Context: an optimization exercise on an open-source flow, tuned for small area, a short achievable clock period and few clock cycles per item. The choices shown serve that exercise and are no tape-out recipe. Function was checked by simulation only, so behaviour that the tests miss may differ from the original. No activity file was given, so power comes from the tool's default toggle rates.

File: flow/flow/run.sh
#!/bin/bash
# Layout flow: the standard synthesis unchanged, then the standard ORFS
# steps, with two changes to how the layout is made:
#  * the port buffers are the smallest buffer (buf_1) instead of the
#    delay buffer buffer_ports picks by default; every port still gets one;
#  * timing repair aims at a larger setup margin, so the layout closes
#    with slack to spare at the design's clock period.
# Each tool's output goes to its own log in this folder.
set -euo pipefail
bash standard.sh synth > synth.log 2>&1
bash standard.sh "BUFFER_PORTS_ARGS=-buffer_cell sky130_fd_sc_hd__buf_1" \
    SETUP_SLACK_MARGIN=9 finish > layout.log 2>&1
File: flow/design.v
module bytes_core (
    input  wire        clk,
    input  wire        rst,
    input  wire        req_valid,
    output wire        req_ready,
    input  wire [31:0] req_cmd,
    input  wire [63:0] req_opa,
    input  wire [63:0] req_opb,
    input  wire [63:0] req_opc,
    input  wire [63:0] req_opd,
    input  wire [63:0] req_abase,
    input  wire [63:0] req_alen,
    output wire        rsp_valid,
    input  wire        rsp_ready,
    output wire [63:0] rsp_res,
    output wire        rsp_cout,
    output wire [3:0]  rsp_status,
    output wire        mem_valid,
    input  wire        mem_ready,
    output wire        mem_we,
    output wire [63:0] mem_addr,
    output wire [63:0] mem_wdata,
    input  wire        mem_rvalid,
    input  wire [63:0] mem_rdata,
    input  wire        mem_err
);
    localparam [2:0] S_IDLE  = 3'd0;
    localparam [2:0] S_RSP   = 3'd1;
    localparam [2:0] S_MREQ  = 3'd2;
    localparam [2:0] S_MWAIT = 3'd3;
    localparam [2:0] S_SEL   = 3'd4;
    localparam [2:0] S_PREP  = 3'd5;
    reg [2:0]  st;
    reg        st_prep;   
    reg [63:0] R;         
    reg [63:0] R2;        
    reg [60:0] ABASE;     
    reg [57:0] IDX;       
    reg [5:0]  C;         
    reg [6:0]  E;         
    reg [2:0]  status;
    reg        cout;
    reg        m_r, m_cnt, m_sel;
    reg        mk_rd, mk_wr, mk_ru;
    reg        sec, wph, first;
    reg        pre_fail;  
    reg        d_big_q;   
    wire idle = (st == S_IDLE);
    wire [7:0] op = req_cmd[7:0];
    wire [2:0] d_st0;
    wire       d_cout, d_mr, d_mcnt, d_rd, d_wr, d_ru, d_err, d_desc, d_big;
    wire       d_oob;
    wire [6:0] d_E;
    bytes_core_dec u_dec (
        .cmd(req_cmd), .a(req_opa), .b(req_opb), .c(req_opc), .d(req_opd),
        .abase(req_abase), .alen(req_alen),
        .st0(d_st0), .cout(d_cout), .m_r(d_mr), .m_cnt(d_mcnt),
        .mk_rd(d_rd), .mk_wr(d_wr), .mk_ru(d_ru), .err(d_err),
        .desc(d_desc), .big(d_big), .oob(d_oob), .e(d_E));
    wire l_mem   = op[5] & op[4];
    wire l_sel   = op[5] & ~op[4] & op[1];
    wire l_tzh   = op[5] & ~op[4] & ~op[1];
    wire l_wr    = op[1] & ~op[0];               
    wire l_bat   = ~op[1] & ~op[0];              
    wire [63:0] M;
    wire [35:0] pcs;
    bytes_core_mask u_mask (.op(op), .cin(req_cmd[8]), .a(req_opa),
        .q(req_abase[63:3]), .m(M), .pcs(pcs));
    wire [63:0] loC, m0, m1;
    wire        spn;
    bytes_core_fmask u_fm (.c(C), .e(E), .loc(loC), .m0(m0), .m1(m1), .spn(spn));
    wire [63:0] rot_out, rot_rev;
    bytes_core_rot u_rot (.idle(idle), .a(req_opa), .c_in(req_opc[5:0]),
        .rdata(mem_rdata), .r(R), .r2(R2), .m0(m0), .m1(m1), .c(C),
        .mk_rd(mk_rd), .sec(sec), .spn(spn), .y(rot_out), .y_rev(rot_rev));
    wire        tz_nz;
    wire [6:0]  tzh;
    wire [63:0] ru_next;
    bytes_core_tz u_tz (.idle(idle), .hsb(op[0]), .a(req_opa), .rdata(mem_rdata),
        .first(first), .loc(loC), .c(C), .r(R), .nz(tz_nz), .tzh(tzh), .ru_next(ru_next));
    wire [60:0] ma;
    wire        ma_big;
    bytes_core_addr u_addr (.abase(ABASE), .idx(IDX),
        .sec(sec), .s(ma), .big(ma_big));
    wire [58:0] idx_inc1;
    bytes_core_inc u_inc (.x(IDX), .y(idx_inc1));
    wire [57:0] idx_inc = idx_inc1[57:0];
    wire nxt_end, bat_oob;
    assign nxt_end = (idx_inc1 == R2[58:0]);
    bytes_core_ge u_ge (.x({ma_big, ma[57:0]}), .alen(R2[58:0]), .ge(bat_oob));
    wire [2:0] jb, km1;
    wire [7:0] sbyte;
    wire       sel_bad;
    bytes_core_sel1 u_sel1 (.r(R), .pcs(R2[35:0]), .k(IDX[6:0]),
        .jb(jb), .km1(km1), .sbyte(sbyte), .bad(sel_bad));
    wire fin_rd = mk_rd && (sec || !spn);
    always @(posedge clk) begin
        if (rst) begin
            st      <= S_IDLE;
            st_prep <= 1'b0;
        end else begin
            st_prep <= 1'b0;
            case (st)
                S_IDLE: begin
                    if (req_valid) begin
                        st      <= l_mem ? (l_bat ? S_PREP : S_MREQ) :
                                   l_sel ? S_SEL : S_RSP;
                        st_prep <= l_mem && l_bat;
                    end
                end
                S_RSP: begin
                    if (rsp_ready)
                        st <= S_IDLE;
                end
                S_SEL:  st <= S_RSP;
                S_PREP: st <= S_MREQ;
                S_MREQ: begin
                    if (pre_fail)
                        st <= S_RSP;
                    else if (mem_ready)
                        st <= S_MWAIT;
                end
                S_MWAIT: begin
                    if (mem_rvalid) begin
                        if (mem_err)
                            st <= S_RSP;
                        else if (mk_rd)
                            st <= fin_rd ? S_RSP : S_MREQ;
                        else if (mk_wr)
                            st <= (wph && (sec || !spn)) ? S_RSP : S_MREQ;
                        else
                            st <= (!tz_nz && !nxt_end) ? S_MREQ : S_RSP;
                    end
                end
                default: st <= S_IDLE;
            endcase
        end
    end
    always @(posedge clk) begin
        if (idle) begin
            R        <= l_tzh ? {57'd0, tzh} : (l_mem && l_wr) ? rot_rev : M;
            R2       <= l_mem ? req_alen : {28'd0, pcs};
            ABASE    <= (l_mem && l_bat) ? {3'd0, req_opc[63:6]} : req_abase[63:3];
            IDX      <= req_opb[57:0];
            C        <= req_opc[5:0];
            E        <= d_E;
            status   <= (d_err || !l_mem) ? d_st0 : d_desc ? 3'd3 : d_oob ? 3'd4 : 3'd0;
            cout     <= d_cout;
            m_r      <= d_mr;
            m_cnt    <= d_mcnt;
            m_sel    <= 1'b0;
            mk_rd    <= d_rd;
            mk_wr    <= d_wr;
            mk_ru    <= d_ru;
            sec      <= 1'b0;
            wph      <= 1'b0;
            first    <= 1'b1;
            pre_fail <= d_err || (l_mem && (d_desc || d_oob));
            d_big_q  <= d_big;
        end else if (st == S_SEL) begin
            R2 <= {50'd0, jb, km1, sbyte};
            if (!pre_fail) begin
                if (sel_bad)
                    status <= 3'd2;
                else
                    m_sel <= 1'b1;
            end
        end else if (st_prep) begin
            IDX   <= ma[57:0];
            ABASE <= R[60:0];
            if (!pre_fail && (d_big_q || bat_oob)) begin
                pre_fail <= 1'b1;
                status   <= 3'd4;
            end
        end else if (st == S_MWAIT && mem_rvalid) begin
            if (mem_err) begin
                status <= 3'd5;
                R      <= {6'd0, sec ? idx_inc : IDX};
                m_r    <= 1'b1;
            end else if (mk_rd) begin
                if (fin_rd) begin
                    R   <= rot_out;
                    m_r <= 1'b1;
                end else begin
                    R2  <= rot_out;
                    sec <= 1'b1;
                end
            end else if (mk_wr) begin
                if (!wph) begin
                    if (!sec) R2 <= rot_out;
                    else      R  <= rot_out;
                    sec <= !sec && spn;
                    wph <= sec || !spn;
                end else begin
                    sec <= 1'b1;
                    R2  <= R;
                end
            end else begin
                first <= 1'b0;
                if (tz_nz || !nxt_end)
                    R <= ru_next;
                if (tz_nz)
                    m_r <= 1'b1;
                else if (!nxt_end)
                    IDX <= idx_inc;
            end
        end
    end
    bytes_core_res u_res (.r(R), .r2(R2[35:0]), .m_r(m_r), .m_cnt(m_cnt), .m_sel(m_sel),
        .y(rsp_res));
    assign rsp_cout   = cout;
    assign rsp_status = {1'b0, status};
    assign req_ready  = idle && !rst;
    assign rsp_valid  = (st == S_RSP) && !rst;
    assign mem_valid  = (st == S_MREQ) && !pre_fail && !rst;
    assign mem_we     = mk_wr && wph;
    assign mem_addr   = {ma, 3'b000};
    assign mem_wdata  = R2;
endmodule
module bytes_core_dec (
    input  wire [31:0] cmd,
    input  wire [63:0] a, b, c, d, abase, alen,
    output wire [2:0]  st0,
    output wire        cout, m_r, m_cnt, mk_rd, mk_wr, mk_ru, err, desc, big, oob,
    output wire [6:0]  e
);
    function cout64;
        input [63:0] x, y;
        reg   [63:0] G, P;
        integer i, d;
        begin
            G = x & y;
            P = x | y;
            for (d = 1; d < 64; d = d * 2)
                for (i = 2*d-1; i < 64; i = i + 2*d) begin
                    G[i] = G[i] | (P[i] & G[i-d]);
                    P[i] = P[i] & P[i-d];
                end
            cout64 = G[63];
        end
    endfunction
    wire [7:0] op  = cmd[7:0];
    wire       cin = cmd[8];
    wire d_pop = (op == 8'h01);
    wire d_11a = (op == 8'h02);
    wire d_e01 = (op == 8'h10);
    wire d_e10 = (op == 8'h11);
    wire d_c01 = (op == 8'h12);
    wire d_c10 = (op == 8'h13);
    wire d_11c = (op == 8'h14);
    wire d_tzc = (op == 8'h20);
    wire d_hsb = (op == 8'h21);
    wire d_sel = (op == 8'h22);
    wire d_bat = (op == 8'h30);
    wire d_rd  = (op == 8'h31);
    wire d_wr  = (op == 8'h32);
    wire d_ru  = (op == 8'h33);
    wire d_cross = d_e01 | d_e10 | d_c01 | d_c10 | d_11c;
    wire d_mem   = d_bat | d_rd | d_wr | d_ru;
    wire d_known = d_pop | d_11a | d_cross | d_tzc | d_hsb | d_sel | d_mem;
    wire legal   = (cmd[31:9] == 23'd0) && d_known && (!cin || d_cross);
    wire a_zero  = (a == 64'd0);
    wire c_big   = (c[63:6] != 58'd0);
    wire d_big   = (d[63:7] != 57'd0) || (d[6] && d[5:0] != 6'd0);
    wire b_bad   = (b[63:7] != 57'd0) || (b[6] && b[5:0] != 6'd0) || (b[6:0] == 7'd0);
    wire arg_bad = (d_hsb && a_zero) ||
                   (d_sel && b_bad) ||
                   ((d_rd || d_wr || d_ru) && c_big) ||
                   ((d_rd || d_wr) && d_big);
    assign st0   = !legal ? 3'd1 : arg_bad ? 3'd2 : 3'd0;
    assign cout  = legal && d_cross && a[63];
    assign m_r   = legal && !arg_bad && (d_e01 || d_e10 || d_tzc || d_hsb);
    assign m_cnt = legal && (d_pop || d_11a || d_c01 || d_c10 || d_11c);
    assign mk_rd = d_rd || d_bat;
    assign mk_wr = d_wr;
    assign mk_ru = d_ru;
    assign err   = !legal || arg_bad;
    wire [58:0] al   = alen[58:0];
    wire [61:0] ds_s = {1'b0, ~(abase[63:3] ^ {2'd0, al})};
    wire [61:0] ds_c = {abase[63:3] | {2'd0, al}, 1'b0};
    assign desc  = (abase[2:0] != 3'd0) ||
                   (alen[63:59] != 5'd0) ||
                   (alen[58] && alen[57:0] != 58'd0) ||
                   cout64({ds_s, 2'd0}, {ds_c, 2'd0});
    assign big   = (b[63:58] != 6'd0);
    assign e     = {1'b0, c[5:0]} + (d_bat ? 7'd1 : d[6:0]);
    wire [58:0] bx   = {1'b0, b[57:0]};
    wire b_lt   = cout64({al, 5'd0}, {~bx, 5'd0});
    wire b_last = ((bx ^ al) == {bx[57:0] & ~al[57:0], 1'b1});
    wire spans  = (e > 7'd64);
    assign oob  = !d_bat && (big || !b_lt || ((d_rd || d_wr) && spans && b_last));
endmodule
module bytes_core_mask (
    input  wire [7:0]  op,
    input  wire        cin,
    input  wire [63:0] a,
    input  wire [60:0] q,
    output wire [63:0] m,
    output reg  [35:0] pcs       
);
    function [3:0] pop8;
        input [7:0] b;
        reg s1, c1, s2, c2, s3, c3, s4, c4, s5, c5, s6, c6;
        begin
            s1 = b[0] ^ b[1] ^ b[2];  c1 = (b[0] & b[1]) | (b[2] & (b[0] ^ b[1]));
            s2 = b[3] ^ b[4] ^ b[5];  c2 = (b[3] & b[4]) | (b[5] & (b[3] ^ b[4]));
            s3 = b[6] ^ b[7];         c3 = b[6] & b[7];
            s4 = s1 ^ s2 ^ s3;        c4 = (s1 & s2) | (s3 & (s1 ^ s2));
            s5 = c1 ^ c2 ^ c3;        c5 = (c1 & c2) | (c3 & (c1 ^ c2));
            s6 = s5 ^ c4;             c6 = s5 & c4;
            pop8 = {c5 & c6, c5 ^ c6, s6, s4};
        end
    endfunction
    wire [63:0] ap = {a[62:0], cin};
    wire [63:0] an = {1'b0, a[63:1]} & 64'h5555555555555555;
    wire s_x   = op[4] & ~op[5];                 
    wire s_q   = op[5] & op[4];                  
    wire s_11a = op[1] & ~op[5] & ~op[4];
    wire s_a   = ~s_x & ~s_q & ~s_11a;
    wire s_r   = s_x & ~op[2] & ~op[0];
    wire s_f   = s_x & ~op[2] & op[0];
    wire s_c   = s_x & op[2];
    assign m = (a & ({64{s_a}} | ({64{s_r}} & ~ap) | ({64{s_c}} & ap) | ({64{s_11a}} & an))) |
               (~a & ap & {64{s_f}}) | ({3'd0, q} & {64{s_q}});
    integer bi;
    reg [3:0] pe, po;
    always @(*) begin
        for (bi = 0; bi < 4; bi = bi + 1) begin
            pe = pop8(m[16*bi +: 8]);
            po = pop8(m[16*bi+8 +: 8]);
            pcs[4*bi +: 4]      = pe;
            pcs[16+5*bi +: 5]   = {1'b0, pe} + {1'b0, po};
        end
    end
endmodule
module bytes_core_fmask (
    input  wire [5:0]  c,
    input  wire [6:0]  e,
    output wire [63:0] loc, m0, m1,
    output wire        spn
);
    function [63:0] lo6;
        input [5:0] n;
        reg [7:0] hgt, heq, llt;
        integer a, b;
        begin
            for (a = 0; a < 8; a = a + 1) begin
                hgt[a] = (n[5:3] > a);
                heq[a] = (n[5:3] == a);
                llt[a] = (n[2:0] > a);
            end
            for (a = 0; a < 8; a = a + 1)
                for (b = 0; b < 8; b = b + 1)
                    lo6[8*a+b] = hgt[a] | (heq[a] & llt[b]);
        end
    endfunction
    wire [63:0] loe = lo6(e[5:0]);
    assign loc = lo6(c);
    assign m0  = ~loc & (e[6] ? {64{1'b1}} : loe);
    assign m1  = e[6] ? loe : 64'd0;
    assign spn = e[6] && (e[5:0] != 6'd0);
endmodule
module bytes_core_rot (
    input  wire        idle, mk_rd, sec, spn,
    input  wire [63:0] a, rdata, r, r2, m0, m1,
    input  wire [5:0]  c_in, c,
    output wire [63:0] y, y_rev
);
    function [63:0] rotr;
        input [63:0] x;
        input [5:0]  n;
        reg   [63:0] t;
        begin
            t = x;
            t = n[0] ? {t[0],    t[63:1]}  : t;
            t = n[1] ? {t[1:0],  t[63:2]}  : t;
            t = n[2] ? {t[3:0],  t[63:4]}  : t;
            t = n[3] ? {t[7:0],  t[63:8]}  : t;
            t = n[4] ? {t[15:0], t[63:16]} : t;
            t = n[5] ? {t[31:0], t[63:32]} : t;
            rotr = t;
        end
    endfunction
    reg  [63:0] a_rev;
    integer i;
    always @(*) begin
        for (i = 0; i < 64; i = i + 1)
            a_rev[i] = a[63-i];
    end
    wire [63:0] mm = sec ? m1 : m0;
    wire [63:0] f  = idle  ? a_rev :
                     mk_rd ? ((rdata & mm) | (r2 & {64{sec}})) :
                             ((rdata & ~mm) | (r & mm));
    wire [5:0]  n  = idle ? c_in : (mk_rd && (sec || !spn)) ? c : 6'd0;
    assign y = rotr(f, n);
    genvar g;
    generate for (g = 0; g < 64; g = g + 1) begin : rv
        assign y_rev[g] = y[63-g];
    end endgenerate
endmodule
module bytes_core_tz (
    input  wire        idle, hsb, first,
    input  wire [63:0] a, rdata, loc, r,
    input  wire [5:0]  c,
    output wire        nz,
    output wire [6:0]  tzh,
    output wire [63:0] ru_next
);
    function [5:0] tz64;
        input [63:0] w;
        integer i;
        begin
            tz64 = 6'd0;
            for (i = 63; i >= 0; i = i - 1)
                if (w[i]) tz64 = i[5:0];
        end
    endfunction
    reg [63:0] a_rev;
    integer ri;
    always @(*) begin
        for (ri = 0; ri < 64; ri = ri + 1)
            a_rev[ri] = a[63-ri];
    end
    wire [63:0] x  = idle ? (hsb ? a_rev : a) : (rdata & ~(first ? loc : 64'd0));
    wire [5:0]  tz = tz64(x);
    assign nz  = (x != 64'd0);
    assign tzh = hsb ? {1'b0, ~tz} : {~nz, tz};
    wire        cnz  = (c != 6'd0);
    wire [6:0]  r_lo = {1'b0, first ? (6'd0 - c) : r[5:0]} + {1'b0, nz ? tz : 6'd0};
    wire [57:0] r_up = r[63:6] + 58'd1;
    wire [57:0] r_hi = first ? {57'd0, !nz && !cnz} :
                       (!nz || r_lo[6]) ? r_up : r[63:6];
    assign ru_next = {r_hi, r_lo[5:0]};
endmodule
module bytes_core_addr (
    input  wire        sec,
    input  wire [57:0] idx,
    input  wire [60:0] abase,
    output wire [60:0] s,
    output wire        big
);
    function [64:0] add64;
        input [63:0] x, y;
        input        cin;
        reg   [63:0] g, p, G, P;
        integer i, d;
        begin
            g = x & y;
            p = x ^ y;
            G = {g[63:1], g[0] | (p[0] & cin)};
            P = p;
            for (d = 1; d < 64; d = d * 2)
                for (i = 2*d-1; i < 64; i = i + 2*d) begin
                    G[i] = G[i] | (P[i] & G[i-d]);
                    P[i] = P[i] & P[i-d];
                end
            for (d = 16; d >= 1; d = d / 2)
                for (i = 3*d-1; i < 64; i = i + 2*d) begin
                    G[i] = G[i] | (P[i] & G[i-d]);
                    P[i] = P[i] & P[i-d];
                end
            add64 = {G[63], p ^ {G[62:0], cin}};
        end
    endfunction
    wire [61:0] t = {1'b0, abase} + {4'd0, idx} + {61'd0, sec};
    assign s   = t[60:0];
    assign big = t[58];
endmodule
module bytes_core_inc (
    input  wire [57:0] x,
    output wire [58:0] y
);
    assign y = {1'b0, x} + 59'd1;
endmodule
module bytes_core_ge (
    input  wire [58:0] x,
    input  wire [58:0] alen,
    output wire        ge
);
    function cout64;
        input [63:0] x, y;
        reg   [63:0] G, P;
        integer i, d;
        begin
            G = x & y;
            P = x | y;
            for (d = 1; d < 64; d = d * 2)
                for (i = 2*d-1; i < 64; i = i + 2*d) begin
                    G[i] = G[i] | (P[i] & G[i-d]);
                    P[i] = P[i] & P[i-d];
                end
            cout64 = G[63];
        end
    endfunction
    assign ge = !cout64({alen, 5'd0}, {~x, 5'd0});
endmodule
module bytes_core_sel1 (
    input  wire [63:0] r,
    input  wire [35:0] pcs,
    input  wire [6:0]  k,
    output reg  [2:0]  jb,
    output wire [2:0]  km1,
    output reg  [7:0]  sbyte,
    output wire        bad
);
    wire [3:0] e0 = pcs[3:0], e1 = pcs[7:4], e2 = pcs[11:8], e3 = pcs[15:12];
    wire [4:0] h0 = pcs[20:16], h1 = pcs[25:21], h2 = pcs[30:26], h3 = pcs[35:31];
    wire [3:0] pc0 = e0;
    wire [4:0] p01   = h0;
    wire [4:0] cm2   = h0 + {1'b0, e1};
    wire [5:0] cm3   = {1'b0, h0} + {1'b0, h1};
    wire [5:0] h2e3  = {1'b0, h2} + {2'b0, e3};
    wire [5:0] h23   = {1'b0, h2} + {1'b0, h3};
    wire [5:0] cm4   = cm3 + {2'b0, e2};
    wire [5:0] cm5   = cm3 + {1'b0, h2};
    wire [5:0] cm6   = cm3 + h2e3;
    wire [6:0] cm7   = {1'b0, cm3} + {1'b0, h23};
    wire [7:0] ge;
    assign ge[0] = ({3'd0, pc0} >= k);
    assign ge[1] = ({2'd0, p01} >= k);
    assign ge[2] = ({2'd0, cm2} >= k);
    assign ge[3] = ({1'd0, cm3} >= k);
    assign ge[4] = ({1'd0, cm4} >= k);
    assign ge[5] = ({1'd0, cm5} >= k);
    assign ge[6] = ({1'd0, cm6} >= k);
    assign ge[7] = 1'b1;
    wire [7:0] oh = ge & ~{ge[6:0], 1'b0};
    reg [2:0] below;
    integer j;
    always @(*) begin
        jb = 3'd0;
        sbyte = 8'd0;
        for (j = 0; j < 8; j = j + 1) begin
            if (oh[j]) begin
                jb = jb | j[2:0];
                sbyte = sbyte | r[8*j +: 8];
            end
        end
        below = ({3{oh[1]}} & pc0[2:0]) | ({3{oh[2]}} & p01[2:0]) |
                ({3{oh[3]}} & cm2[2:0]) | ({3{oh[4]}} & cm3[2:0]) |
                ({3{oh[5]}} & cm4[2:0]) | ({3{oh[6]}} & cm5[2:0]) |
                ({3{oh[7]}} & cm6[2:0]);
    end
    assign km1 = k[2:0] - below - 3'd1;
    assign bad = (k > cm7);
endmodule
module bytes_core_res (
    input  wire [63:0] r,
    input  wire [35:0] r2,
    input  wire        m_r, m_cnt, m_sel,
    output wire [63:0] y
);
    function [3:0] pop8;
        input [7:0] b;
        reg s1, c1, s2, c2, s3, c3, s4, c4, s5, c5, s6, c6;
        begin
            s1 = b[0] ^ b[1] ^ b[2];  c1 = (b[0] & b[1]) | (b[2] & (b[0] ^ b[1]));
            s2 = b[3] ^ b[4] ^ b[5];  c2 = (b[3] & b[4]) | (b[5] & (b[3] ^ b[4]));
            s3 = b[6] ^ b[7];         c3 = b[6] & b[7];
            s4 = s1 ^ s2 ^ s3;        c4 = (s1 & s2) | (s3 & (s1 ^ s2));
            s5 = c1 ^ c2 ^ c3;        c5 = (c1 & c2) | (c3 & (c1 ^ c2));
            s6 = s5 ^ c4;             c6 = s5 & c4;
            pop8 = {c5 & c6, c5 ^ c6, s6, s4};
        end
    endfunction
    function [2:0] sel8;
        input [7:0] b;
        input [2:0] km1;
        integer i;
        reg [3:0] c;
        begin
            sel8 = 3'd0;
            c = 4'd0;
            for (i = 0; i < 8; i = i + 1) begin
                if (b[i] && c == {1'b0, km1}) sel8 = i[2:0];
                c = c + {3'd0, b[i]};
            end
        end
    endfunction
    wire [6:0] popsum = ({2'd0, r2[20:16]} + {2'd0, r2[25:21]}) +
                        ({2'd0, r2[30:26]} + {2'd0, r2[35:31]});
    wire [5:0] sel_res = {r2[13:11], sel8(r2[7:0], r2[10:8])};
    assign y = ({64{m_r}} & r) |
               {57'd0, ({7{m_cnt}} & popsum) | ({7{m_sel}} & {1'b0, sel_res})};
endmodule
File: flow/config.mk
export PLATFORM = sky130hd
export DESIGN_NAME = bytes_core
export DESIGN_NICKNAME = bytes_core
export VERILOG_FILES = /design/flow/design.v
export SDC_FILE = /design/flow/constraint.sdc
export NUM_CORES = 8
export LEC_CHECK = 0
export CAP_MARGIN = 40
export CORE_MARGIN = 2
export CORE_UTILIZATION = 30
export PLACE_DENSITY = 0.6
export SLEW_MARGIN = 40
File: flow/constraint.sdc
create_clock -name core_clock -period 17.0 [get_ports {clk}]
set_input_delay 3.4000 -clock core_clock [delete_from_list [all_inputs] [get_ports {clk}]]
set_output_delay 3.4000 -clock core_clock [all_outputs]
set_load 0.01 [all_outputs]
File: flow/standard.sh
#!/bin/bash
# synth_recipe.tcl (not shown) runs the flow's synth.tcl, then flattens the netlist and writes it again
# the make line also repeats each setting of config.mk as NAME=value (left out here)
make -C /OpenROAD-flow-scripts/flow DESIGN_CONFIG=/design/flow/config.mk WORK_HOME=/design/flow/orfs CLKGATE_MAP_FILE= SYNTH_SCRIPT=/design/flow/synth_recipe.tcl "${@:-finish}"
==> metrics.cfg, run 1 <==
[worst_setup_path]
slowest_stage = dfxtp_4
slowest_delay_ns = 0.48
cp_num_cells = 19
crit_buf_inv = 3
start_kind = flip-flop
crit_path_end_kind = primary output
reg2reg_depth = 22
crit_family = compound AO/OA/AOI/OAI gates
crit_type = flip-flop to primary output
cp_max_fo = 2
cp_cell_sequence = clkinv_4 -> buf_12 -> fa_2 -> fa_2 -> nor2b_4 -> o211a_4 -> o2111ai_4 -> a21boi_4 -> o21a_4 -> a31oi_4 -> o31ai_4 -> a311o_1 -> a31o_2 -> a21oi_2 -> o21bai_1 -> a21oi_2 -> nor2_1 -> xor2_1 -> buf_2
cp.required_ns = 13.60
cp.arrival_ns = 4.75

[synth]
synthArstFlopShare_pct = 0
avgSynthCellArea_sq_um = 7.47
synthTopCellsByArea = edfxtp_1 16%, ha_1 9.8%, mux2i_1 8.6%
ys_ff_latch = 278
syn_inst = 6582
synth_compound_area_share_pct = 24.9
synth_adder_area_share_pct = 12.6
yosys.area.top_type = edfxtp_1
synthXorXnorAreaFrac_pct = 7.86
synth_cell_types = 111
synth_simple_gate_area_share_pct = 19.8
synth_commonest_cells = 654 x nand2_1, 626 x nor2_1, 451 x a21oi_1, 438 x o21ai_0, 424 x mux2i_1
ys_seq_area_share_pct = 16.8
synth_most_common_cell = nand2_1
synth_top_family_by_area = compound AO/OA/AOI/OAI gates
synth_edf_count = 270
mappedNetlistArea_sq_um = 49200
synthMuxAreaShare_pct = 10.7
ys.flop_type = edfxtp_1
yosys.area.top_type_share_pct = 16.5
ys_warn_count = 9

[placed_design]
hpwl_microns = 311000
place.gp.congestion = 1.16
numPortBuffers = 683
post-place-cells = 9167

[cts]
clock-root-buffer = clkbuf_16
clockBufferDepth = 3
cts_max_level = 2
ctsHoldBuffers = 0
numCtsBuffers = 42
clock_latency_ns = 0.67
cts_sinks = 278
tritoncts = done
clkSlewWorstSetupHoldPaths_ns = 0.06

[finish]
post-route-util_pct = 35.1
drive_gt1_share_pct = 9.87
fill_cells = 17600
fin_nets = 8023
seq_area_sq_um = 8270
area_delta_synth_final_pct = 16.3
fin_cells = 9353
multiInputGateArea_sq_um = 38100

[sta]
finClkSkew_ns = 0.0534
rsz0062_at_grt = yes
hold_ws_ns = 0.597
fmax_mhz = 123
slew_headroom_pct = 27.3
setup_viol = 0
fin_crit_sh_pct = 47.9
hold_viol = 0
min_period_ns = 8.15
setup_tns_ns = 0
tightestPinTransition_ns = 1.06
slew_violations = 0

[power]
leakage_nw = 22.9
ir_worst_vdd_mv = 0.197
powerDensity_nw_per_um2 = 227

[route]
viasPerCell = 6.60
wl_microns = 385000
vias = 61700
dr.pass1.iters = 10
remaining_drc_errors = 0
postRouteAntennaNets = 0
first_iter_violations = 11700
wl_per_cell_microns = 41.2

[floorplanning]
start_util_pct = 30.2
core_sq_um = 163000
num_rows = 148
die_x_microns = 409
die_y_microns = 409
die_area_sq_um = 167000
io_pins = 688

[min_path]
min_path_cells = 2
min_path_type = flip-flop to flip-flop

[global_route]
grt_max_degree = 178
antenna_found_initial = 72
grtUsageTotal_pct = 43.7
first_global_vias = 55700
grt_overflow = 0
grt_pass1_wl_microns = 500000

[run_status]
outcome = complete, no violations

[flow_run]
drv_cap = 0

per-layer routing:
metal	GRT usage, %	part of all wire, %	vias to the layer above
met5	0	0.19	-
met2	59.4	38	5204
met4	29.5	8.7	46
met1	53.3	37	30000
met3	21.9	16	1342
li1	-	-	25100
stage by stage:
stage	worst slack [ns]	power, W	cell area, sq um
6_report	8.85	0.0130	57200
2_1_floorplan	9.14	0.00719	49200
3_5_place_dp	7.05	0.0112	54700
5_1_grt	8.77	0.0133	57100
3_3_place_gp	6.81	0.0111	54200
4_1_cts	8.79	0.0122	56500
worst register-to-register path, stage by stage, from the launching register on:
cell	delay, ns
dfxtp_4	0.48
clkinv_4	0.13
buf_12	0.15
fa_2	0.37
fa_2	0.39
nor2b_4	0.14
o211a_4	0.21
o2111ai_4	0.18
a21boi_4	0.25
buf_4	0.19
o211ai_1	0.19
and2_1	0.26
o21ai_1	0.24
xnor2_1	0.21
a22o_1	0.28
or3_1	0.32
a221o_1	0.44
a221oi_1	0.65
o31ai_1	0.22
a311oi_1	0.29
o22ai_1	0.23
nand2_1	0.50
o22a_1	0.74
kinds of logic after synthesis:
group | after synthesis
multiplexers | 513
adder cells (fa/ha/maj) | 464
AO/OA/AOI/OAI | 1862
flip-flops | 278
XOR/XNOR | 436
buffers and inverters | 937
AND/OR/NAND/NOR | 2091
other | 1
what timing repair did:
action                                  CTS  global route
endpoints found under the setup margin  125            85
gates cloned                              2             2
pin swaps                                19            28
gates resized for setup                  56            50
buffers inserted                         26            23
placed cells by master, fill, tap and decap left out, types with 24 or more instances in the layout:
| master | n |
|---|---|
| mux2i_1 | 406 |
| nor4_1 | 118 |
| a32oi_1 | 28 |
| and2_1 | 97 |
| nor2_1 | 611 |
| nand3_1 | 138 |
| buf_1 | 651 |
| a22oi_1 | 51 |
| mux2_2 | 89 |
| clkbuf_16 | 44 |
| xor2_1 | 139 |
| fa_1 | 57 |
| a221oi_1 | 38 |
| or3_1 | 27 |
| nor3b_1 | 24 |
| buf_4 | 245 |
| o211ai_1 | 73 |
| a21o_1 | 83 |
| a21oi_2 | 30 |
| ha_1 | 378 |
| a21oi_1 | 422 |
| nand2b_1 | 53 |
| and3_1 | 45 |
| nand2_1 | 648 |
| nand4_1 | 72 |
| a211oi_1 | 48 |
| buf_2 | 28 |
| o21a_1 | 38 |
| o22ai_1 | 100 |
| o221ai_1 | 46 |
| nor2b_1 | 46 |
| nor3_1 | 89 |
| o31ai_1 | 28 |
| diode_2 | 55 |
| xnor2_1 | 289 |
| o21ai_0 | 426 |
| a222oi_1 | 48 |
| a31oi_1 | 99 |
| edfxtp_1 | 270 |
| inv_1 | 419 |
layout make-up:
cell class                 count  share of cell area [%]
antenna                       55                   0.241
clock buffer                  48                    1.88
clock inverter                27                   0.383
inverter                     427                    2.82
multi-input combinational   5371                    66.7
sequential                   278                    14.5
tap                         2175                    4.76
timing repair buffer         972                    8.78
power by group:
| part | switching [W] | leakage (nW) | internal [W] | total [W] |
|---|---|---|---|---|
| logic | 0.00683 | 19.4 | 0.00347 | 0.0103 |
| clock network | 0.000429 | 0.620 | 0.000463 | 0.000892 |
| registers | 0.000657 | 2.87 | 0.00113 | 0.00178 |
| total | 0.00792 | 22.9 | 0.00506 | 0.0130 |
state kept, by name, summed over array words and instances, names as in the netlist, 3 cells and up:
signal,count
ABASE,61
C,6
E,7
IDX,58
R,64
R2,64
st,3
status,3
worst paths after layout:
| check | slack (ns) | startpoint | endpoint |
|---|---|---|---|
| setup / recovery | 8.85 | sec | mem_addr[63] |
| hold / removal | 0.60 | wph | sec |
| setup reg to reg | 9.53 | sec | status[2] |
| hold reg to reg | 0.60 | wph | sec |
Testbench counts, summed over its fixed seeds: cycles 57,919, commands 12,000.
==> inputs of run 2 (changes only) <==
==> flow/run.sh (new file) <==
#!/bin/bash
# synth_recipe.tcl (not shown) runs the flow's synth.tcl, then flattens the netlist and writes it again
# the make line also repeats each setting of config.mk as NAME=value (left out here)
make -C /OpenROAD-flow-scripts/flow DESIGN_CONFIG=/design/flow/config.mk WORK_HOME=/design/flow/orfs CLKGATE_MAP_FILE= SYNTH_SCRIPT=/design/flow/synth_recipe.tcl finish
--- a/flow/config.mk
+++ b/flow/config.mk
@@ -11,2 +11,3 @@
 export PLACE_DENSITY = 0.6
+export SETUP_SLACK_MARGIN = 5
 export SLEW_MARGIN = 40
removed: flow/flow/run.sh
removed: flow/standard.sh
==> run 2 against run 1 <==
- still clean
- critical endpoint unchanged
- clock skew is 0.0097 ns lower
- clock power rose by 2%
- largest power group unchanged
- global-route usage is 1.1 points higher
- critical path type unchanged
- worst setup slack worse by 1.5 ns
- die area did not move
- critical path depth did not move
- routed wire length up 2.1%
- synthesized cell count unchanged
==> metrics.cfg, run 2 <==
[cts]
clockBufferDepth = 3  ; unchanged
ctsHoldBuffers = 0  ; unchanged
cts_max_level = 2  ; unchanged
numCtsBuffers = 39  ; -7.1%
tritoncts = done
clock_latency_ns = 0.66  ; about the same
post-cts-setup-buffers = 0  ; -100%
ctsResizeCount = 0  ; -100%
clock-root-buffer = clkbuf_16
clkSlewWorstSetupHoldPaths_ns = 0.06  ; about the same
cts_sinks = 278  ; unchanged

[power]
leakage_nw = 24.3  ; +5.8%
switching_share_pct = 59.3  ; -1.8 points
internal_power_w = 0.00549  ; +8.5%
p_sw_w = 0.00798  ; +0.80%
ir_worst_vdd_mv = 0.204  ; +3.5%
p_comb_share_pct = 79.8  ; +0.4 points
seq_power_share_pct = 13.4  ; -0.3 points
powerDensity_nw_per_um2 = 222  ; -2.1%
clkPwrFrac_pct = 6.8  ; about the same

[finish]
post-route-util_pct = 37.3  ; +2.1 points
mostFrequentLayoutCell = clkdlybuf4s50_1
top_regs = R2: 64 flops, R: 64 flops, ABASE: 61 flops
final_cell_mix = 676 x clkdlybuf4s50_1, 649 x nand2_1, 612 x nor2_1
fill_cells = 17100  ; -2.8%
area_delta_synth_final_pct = 23.4
fin_nets = 7956  ; -0.84%
drive_gt1_share_pct = 8.24  ; -1.6 points

[sta]
rsz0062_at_grt = no
fin_crit_sh_pct = 56.8  ; +8.9 points
slew_headroom_pct = 26.8  ; -0.50 points
hold_viol = 0  ; unchanged
setup_tns_ns = 0  ; unchanged
slew_violations = 0  ; unchanged
tightestPinTransition_ns = 1.07  ; +0.00728 ns
finClkSkew_ns = 0.0437  ; -0.00969 ns
setup_viol = 0  ; unchanged
fmax_mhz = 103  ; -16%
layout_setup_ws_ns = 7.34  ; -1.52 ns
hold_ws_ns = 0.569  ; -0.0273 ns
min_period_ns = 9.66  ; +1.52 ns

[route]
postRouteAntennaNets = 0  ; unchanged
top_layer_used = met5
dr_wl_met2_microns = 151000  ; +2.1%
remaining_drc_errors = 0  ; unchanged
dr.pass1.iters = 14  ; +4
first_iter_violations = 11000  ; -6.3%
vias = 60700  ; -1.7%
wl_per_cell_microns = 42.4  ; +2.9%
wl_microns = 393000  ; +2.1%
met1Wirelength_microns = 153000  ; +7.1%
viasPerCell = 6.54  ; -0.92%
routed-wl-met3_microns = 62200  ; +2.9%

[global_route]
grt_pass1_wl_microns = 509000  ; +1.7%
grtUsageTotal_pct = 44.8  ; +1.1 points
grt_overflow = 0  ; unchanged
grt_max_degree = 99  ; -44%
first_global_vias = 54800  ; -1.5%
antenna_found_initial = 75  ; +4.2%

[worst_setup_path]
r2r_end = R[6]
crit_buf_inv = 3  ; unchanged
crit_type = flip-flop to primary output
crit_path_end_kind = primary output
reg2reg_depth = 16  ; -27%
slowest_stage = o31ai_2
cp.required_ns = 13.60  ; about the same
slowest_delay_ns = 0.59  ; +0.11 ns
cp_cell_sequence = clkinv_1 -> buf_4 -> fa_1 -> fa_1 -> nor2b_1 -> o211a_2 -> o2111ai_4 -> a21boi_4 -> o21a_4 -> a31oi_1 -> o31ai_2 -> a311o_1 -> a31o_2 -> a21oi_1 -> o21bai_1 -> a21oi_1 -> nor2_1 -> xor2_1 -> clkdlybuf4s50_1
crit_family = compound AO/OA/AOI/OAI gates
reg2reg_slack_ns = 9.27  ; -0.26 ns
start_kind = flip-flop
rr_startpoint = st[1]
cp_max_fo = 15  ; +13
cp.arrival_ns = 6.26  ; +1.51 ns

[synth]
yosys.area.top_type_share_pct = 16.5  ; unchanged
mappedNetlistArea_sq_um = 49200  ; unchanged
ys_seq_area_share_pct = 16.8  ; unchanged
synth_cell_types = 111  ; unchanged
ys_warn_count = 9  ; unchanged
synth_most_common_cell = nand2_1
yosys.area.top_type = edfxtp_1
ys_ff_latch = 278  ; unchanged
synthTopCellsByArea = edfxtp_1 16%, ha_1 9.8%, mux2i_1 8.6%
synth_commonest_cells = 654 x nand2_1, 626 x nor2_1, 451 x a21oi_1, 438 x o21ai_0, 424 x mux2i_1
avgSynthCellArea_sq_um = 7.47  ; unchanged
synthArstFlopShare_pct = 0  ; unchanged
syn_inst = 6582  ; unchanged
synth_edf_count = 270  ; unchanged
ys.flop_type = edfxtp_1

[floorplanning]
die_area_sq_um = 167000  ; unchanged
die_x_microns = 409  ; unchanged
io_pins = 688  ; unchanged
num_rows = 148  ; unchanged
die_y_microns = 409  ; unchanged
start_util_pct = 30.2  ; unchanged
core_sq_um = 163000  ; unchanged

[min_path]
min_path_type = flip-flop to flip-flop
hold_end = wph
min_from = wph
min_path_cells = 2  ; unchanged

[placed_design]
place.gp.congestion = 1.09  ; -5.6%
place_ws_ns = 7.11  ; +0.0658 ns
hpwl_microns = 321000  ; +3.3%
numPortBuffers = 683  ; unchanged

[run_status]
outcome = complete, no violations

[flow_run]
drv_cap = 0  ; unchanged

[run 2: how the worst max path moves through the flow]
stage,startpoint,to,slack [ns],depth (start not counted)
floorplan,req_cmd[0],IDX[0],7.62,12
global placement,req_cmd[0],R[40],6.91,24
detailed placement,req_cmd[0],R[44],7.11,24
CTS,IDX[0],mem_addr[63],7.43,18
global route,IDX[0],mem_addr[63],7.14,18
finish,sec,mem_addr[63],7.34,19
[run 2: logic make-up (layout without fill, tap and decap cells)]
group	after synthesis	after routing	synth area share (%)
AND/OR/NAND/NOR	2091	2091	19.8
buffers and inverters	937	1407	7.34
multiplexers	513	513	10.7
flip-flops	278	278	16.8
AO/OA/AOI/OAI	1862	1862	24.9
XOR/XNOR	436	436	7.86
other	1	53	0.00763
adder cells (fa/ha/maj)	464	464	12.6
[run 2: cell type report]
| class | count | area (sq um) | share of cell area [%] |
|---|---|---|---|
| Antenna cell | 49 | 123 | 0.202 |
| Clock buffer | 44 | 995 | 1.64 |
| Clock inverter | 27 | 308 | 0.507 |
| Inverter | 427 | 1610 | 2.65 |
| Multi-Input combinational cell | 5370 | 38000 | 62.7 |
| Sequential cell | 278 | 8270 | 13.6 |
| Tap cell | 2175 | 2720 | 4.49 |
| Timing Repair Buffer | 909 | 8620 | 14.2 |
[run 2: metrics by stage]
step	std cells	power, W	area (sq um)
after floorplan	6585	0.00719	49200
after global placement	9137	0.0118	58500
after detailed placement	9156	0.0119	59100
after CTS	9227	0.0129	60400
after global routing	9240	0.0138	60600
final	9279	0.0135	60700
[run 2: tightest hold or removal path, stage by stage (launching register included)]
cell and delay (ns):
dfxtp_1 0.33, inv_1 0.11, a21oi_1 0.07
[run 2: power by group through the flow]
stage / clock [W] / sequential (W) / combinational [W]
6_report: 0.000910 / 0.00181 / 0.0108
5_1_grt: 0.000918 / 0.00177 / 0.0111
4_1_cts: 0.000897 / 0.00175 / 0.0102
3_5_place_dp: 0 / 0.00176 / 0.0101
3_3_place_gp: 0 / 0.00181 / 0.00995
2_1_floorplan: 0 / 0.00139 / 0.00580
[run 2: layer usage]
metal,up-vias,global-route usage [%]
met1,29500,56.8
li1,24900,-
met5,-,0
met3,1082,22.5
met2,5103,60.4
met4,64,25.0

what the ideal ports hide:
Ports are ideal in the flow. The routed layouts listed here were re-timed in OpenROAD. Step 1 sets driving cells, clkbuf_16 on the clock port and buf_2 on the other inputs (assumed; they add their load-dependent delay and slew). Step 2 moves the port delays by t, midway between the first and last clock arrival at a register: inputs arrive t later, outputs are due t later. That takes back most of the time a late clock gives input paths. Slacks: ideal / step 1 / step 2; pairs: ideal / step 1.
| run | t (ns) | setup WS [ns] | worst setup path at the end | latest minus earliest clock arrival (ns) | cell pins on the clock port's net |
|---|---|---|---|---|---|
| run 1 | 0.731 | 8.853 / 8.763 / 8.266 | input to register | 0.053 / 0.054 | 1 |
| run 2 | 0.729 | 7.337 / 7.251 / 6.898 | input to register | 0.044 / 0.044 | 1 |
After both steps every run listed still meets setup and hold. The setup slack of run 1, which loses most, moves by -0.090 ns with the drivers and by -0.587 ns with both steps.
